Source: an optimization exercise on an open RTL-to-GDS flow (aim: small area, a short achievable clock period and few clock cycles). Production flows keep margins and buffers that such runs may drop.
In this exercise RTL edits were held to simulation tests only and were not proved equivalent to the original.
Power figures rest on the tool's default switching activity, not on a simulated workload.

## exp/juniper
// sprite_renderer
module sprite_renderer (
    input  wire        clk,
    input  wire        rst,
    input  wire [15:0] cfg_tile_mult,
    input  wire [16:0] cfg_tile_len,     
    input  wire [1:0]  cfg_pal_cnt,      
    input  wire [15:0] cfg_nent0,        
    input  wire [15:0] cfg_nent1,        
    input  wire        cfg_debug,
    input  wire        pal_we,
    input  wire        pal_slot,
    input  wire [3:0]  pal_idx,
    input  wire [15:0] pal_wdata,
    input  wire        start,
    input  wire [15:0] attr0,
    input  wire [15:0] attr1,
    input  wire [15:0] attr2,
    output wire        ready,
    output reg         tile_req,
    output reg  [13:0] tile_addr,
    input  wire        tile_gnt,
    input  wire [31:0] tile_rdata,
    output reg         pix_valid,
    output reg  [5:0]  pix_x,
    output reg  [5:0]  pix_y,
    output wire [31:0] pix_rgba,
    output reg         done,
    output wire [6:0]  spr_w,
    output wire [6:0]  spr_h,
    output reg         ev_tile_oor,
    output reg         ev_pidx_oor,
    output reg         ev_pnum_oor
);
export LEC_CHECK = 0
export ABC_AREA = 1
export CAP_MARGIN = 5
export CORE_MARGIN = 2
export CORE_UTILIZATION = 55
export CTS_CLUSTER_DIAMETER = 90
export CTS_CLUSTER_SIZE = 30
export PLACE_DENSITY = 0.7
export SLEW_MARGIN = 5
create_clock -name core_clock -period 8.0 [get_ports {clk}]
standard.sh (not shown) runs the stock make flow with config.mk's settings and CLKGATE_MAP_FILE= SYNTH_SCRIPT=/design/flow/synth_recipe.tcl, a recipe that flattens the netlist after the stock synthesis.
==> flow/flow/run.sh <==
#!/bin/bash
# The standard layout (standard.sh: standard synthesis, floorplan, place,
# CTS, route), with two extra ORFS settings: the port buffers are buf_2 cells
# and repair_timing aims for a larger setup slack. Output goes to
# standard_flow.log in this folder (ORFS's own step logs are under orfs/logs).
set -euo pipefail
bash standard.sh \
  "BUFFER_PORTS_ARGS=-buffer_cell sky130_fd_sc_hd__buf_2" \
  SETUP_SLACK_MARGIN=5.4 \
  finish > standard_flow.log 2>&1
Testbench counts of exp/juniper, summed over its fixed seeds: cycles 102,538.
diff inputs: exp/juniper => exp/nickel
- a change of SLEW_MARGIN from 5 to 20
- a change of CAP_MARGIN from 5 to 20
- an added TNS_END_PERCENT of 20
[compare] base=exp/juniper new=exp/nickel: non-filler instance count after layout has remained practically unchanged; clock period minus final worst setup slack has increased; aggregate routed wire length has decreased.
Final area (higher): exp/juniper
--- input diff exp/nickel..exp/tundra ---
- TNS_END_PERCENT: 20 -> unset
### Flow results
Per the final summary, exp/tundra finished and its layout is clean on timing, DRC and antenna. exp/tundra against exp/nickel: cell area after layout increased 1.2%, setup fix buffers added after clock tree synthesis went up, peak clock frequency supported by timing went up 7.5 MHz. Comparing critical path data arrival time for exp/nickel and exp/tundra, the bigger number came from exp/nickel. Status: overall routed net length parity (exp/nickel, exp/tundra). Total via count after detailed routing, exp/nickel and exp/tundra, lower one = exp/nickel. Combinational power, exp/nickel and exp/tundra: larger value in exp/tundra. Against exp/nickel, exp/tundra reports a non-clock buffer count in the final layout that is higher. Across both runs, fraction of area in registers was lower for exp/tundra than for exp/nickel. Cell internal power dissipation (higher): exp/tundra. Comparing worst setup slack before clock tree synthesis for exp/nickel and exp/tundra, the bigger number came from exp/tundra.
[inputs] exp/quartz vs exp/tundra
- changing CORE_UTILIZATION from 55 to 65
- changing CTS_CLUSTER_SIZE from 30 to 24
- changing CTS_CLUSTER_DIAMETER from 90 to 80
- changing PLACE_DENSITY from 0.7 to 0.8
--- outcome ---
- exp/quartz vs exp/tundra — total length of routed wires climbed slightly
- exp/tundra has higher setup slack than exp/quartz.
- Diff exp/quartz..exp/tundra | layout overhead on the synthesized area | negligible
- exp/quartz ends up with a clock latency reported for the late side of the worst-skew pair that is 0.03 ns higher than in exp/tundra.


Starting RTL as in the previous note.
==> flow/design.v (excerpt) <==
module sprite_renderer (
    input  wire        clk,
    input  wire        rst,
    input  wire [15:0] cfg_tile_mult,
    input  wire [16:0] cfg_tile_len,     
    input  wire [1:0]  cfg_pal_cnt,      
    input  wire [15:0] cfg_nent0,        
    input  wire [15:0] cfg_nent1,        
    input  wire        cfg_debug,
    input  wire        pal_we,
    input  wire        pal_slot,
    input  wire [3:0]  pal_idx,
    input  wire [15:0] pal_wdata,
    input  wire        start,
    input  wire [15:0] attr0,
    input  wire [15:0] attr1,
    input  wire [15:0] attr2,
    output wire        ready,
    output reg         tile_req,
    output reg  [13:0] tile_addr,
    input  wire        tile_gnt,
    input  wire [31:0] tile_rdata,
    output reg         pix_valid,
    output reg  [5:0]  pix_x,
    output reg  [5:0]  pix_y,
    output wire [31:0] pix_rgba,
    output reg         done,
    output wire [6:0]  spr_w,
    output wire [6:0]  spr_h,
    output reg         ev_tile_oor,
    output reg         ev_pidx_oor,
    output reg         ev_pnum_oor
);
clock: 8.0 ns
lec_check: 0
abc_area: 1
cap_margin: 20
core_margin: 2
core_utilization: 55
cts_cluster_diameter: 80
cts_cluster_size: 24
place_density: 0.7
slew_margin: 20
Scripts as last shown in full above: flow/flow/run.sh
Testbench counts at the start, summed over its fixed seeds: cycles 102,538.
Change:
ABC_AREA = 0   (was 1)
Result:
- The changed run completed without violations
- sequential share of layout area went down by 0.19 points
- synthesized cell count went down by a quarter to a third
- design area went up slightly
- first-iteration DRC count went down by well over a third
- clock-buffer cell count went down by 2
- setup slack degrades by 0.010 ns
- wire length went down by about a fifth
- total power went up slightly
- via count went down by about a fifth
Change:
--- a/flow/flow/run.sh
+++ b/flow/flow/run.sh
@@ -8,3 +8,3 @@
   "BUFFER_PORTS_ARGS=-buffer_cell sky130_fd_sc_hd__buf_2" \
-  SETUP_SLACK_MARGIN=5.4 \
+  SETUP_SLACK_MARGIN=5.35 \
   finish > standard_flow.log 2>&1
ABC_AREA = 1   (was 0)
Flip-flop and latch count is unchanged.
Maximum frequency is about the same.
Routed wire length rose by 16%.
Final area goes down by 0.32%.
Power is lower by 2.0%.
Global-route usage climbs by 2.2 points.

-- separate check: timing with driven ports --
The flow's constraints put no driver on any port. The routed layouts listed below were extracted and timed again, unchanged, in two steps. Step 1 assumes that a clkbuf_16 drives the clock port and a buf_2 every other input. Step 2, shift: input delay + t, output delay - t, t = (earliest + latest rising clock arrival at the registers) / 2. This alone moves slack from input paths to output paths. Slacks: no drivers / after step 1 / after step 2; pairs: no drivers / after step 1.
| run | shift t [ns] | setup slack, ns | hold WS [ns] | worst setup path after step 2 | slew at the worst register clock pin (ns) |
|---|---|---|---|---|---|
| exp/juniper | 0.633 | 5.328 / 5.269 / 4.996 | 0.356 / 0.356 / 0.356 | input to register | 0.12 / 0.12 |
| exp/nickel | 0.687 | 5.267 / 5.206 / 4.789 | 0.351 / 0.351 / 0.351 | input to register | 0.12 / 0.12 |
| exp/tundra | 0.635 | 5.321 / 5.267 / 5.024 | 0.345 / 0.345 / 0.345 | input to register | 0.11 / 0.11 |
| exp/quartz | 0.661 | 5.298 / 5.243 / 5.030 | 0.361 / 0.361 / 0.361 | input to register | 0.10 / 0.10 |
| the first run of note 2 | 0.647 | 5.312 / 5.256 / 5.033 | 0.338 / 0.338 / 0.338 | input to register | 0.10 / 0.10 |
| the second run of note 2 | 0.642 | 5.302 / 5.262 / 4.867 | 0.355 / 0.355 / 0.355 | input to register | 0.10 / 0.10 |
| the third run of note 2 | 0.642 | 5.297 / 5.240 / 5.008 | 0.350 / 0.350 / 0.350 | input to register | 0.10 / 0.10 |
After both steps every run listed still meets setup and hold. The setup slack of exp/nickel, which loses most, moves by -0.061 ns with the drivers and by -0.478 ns with both steps.
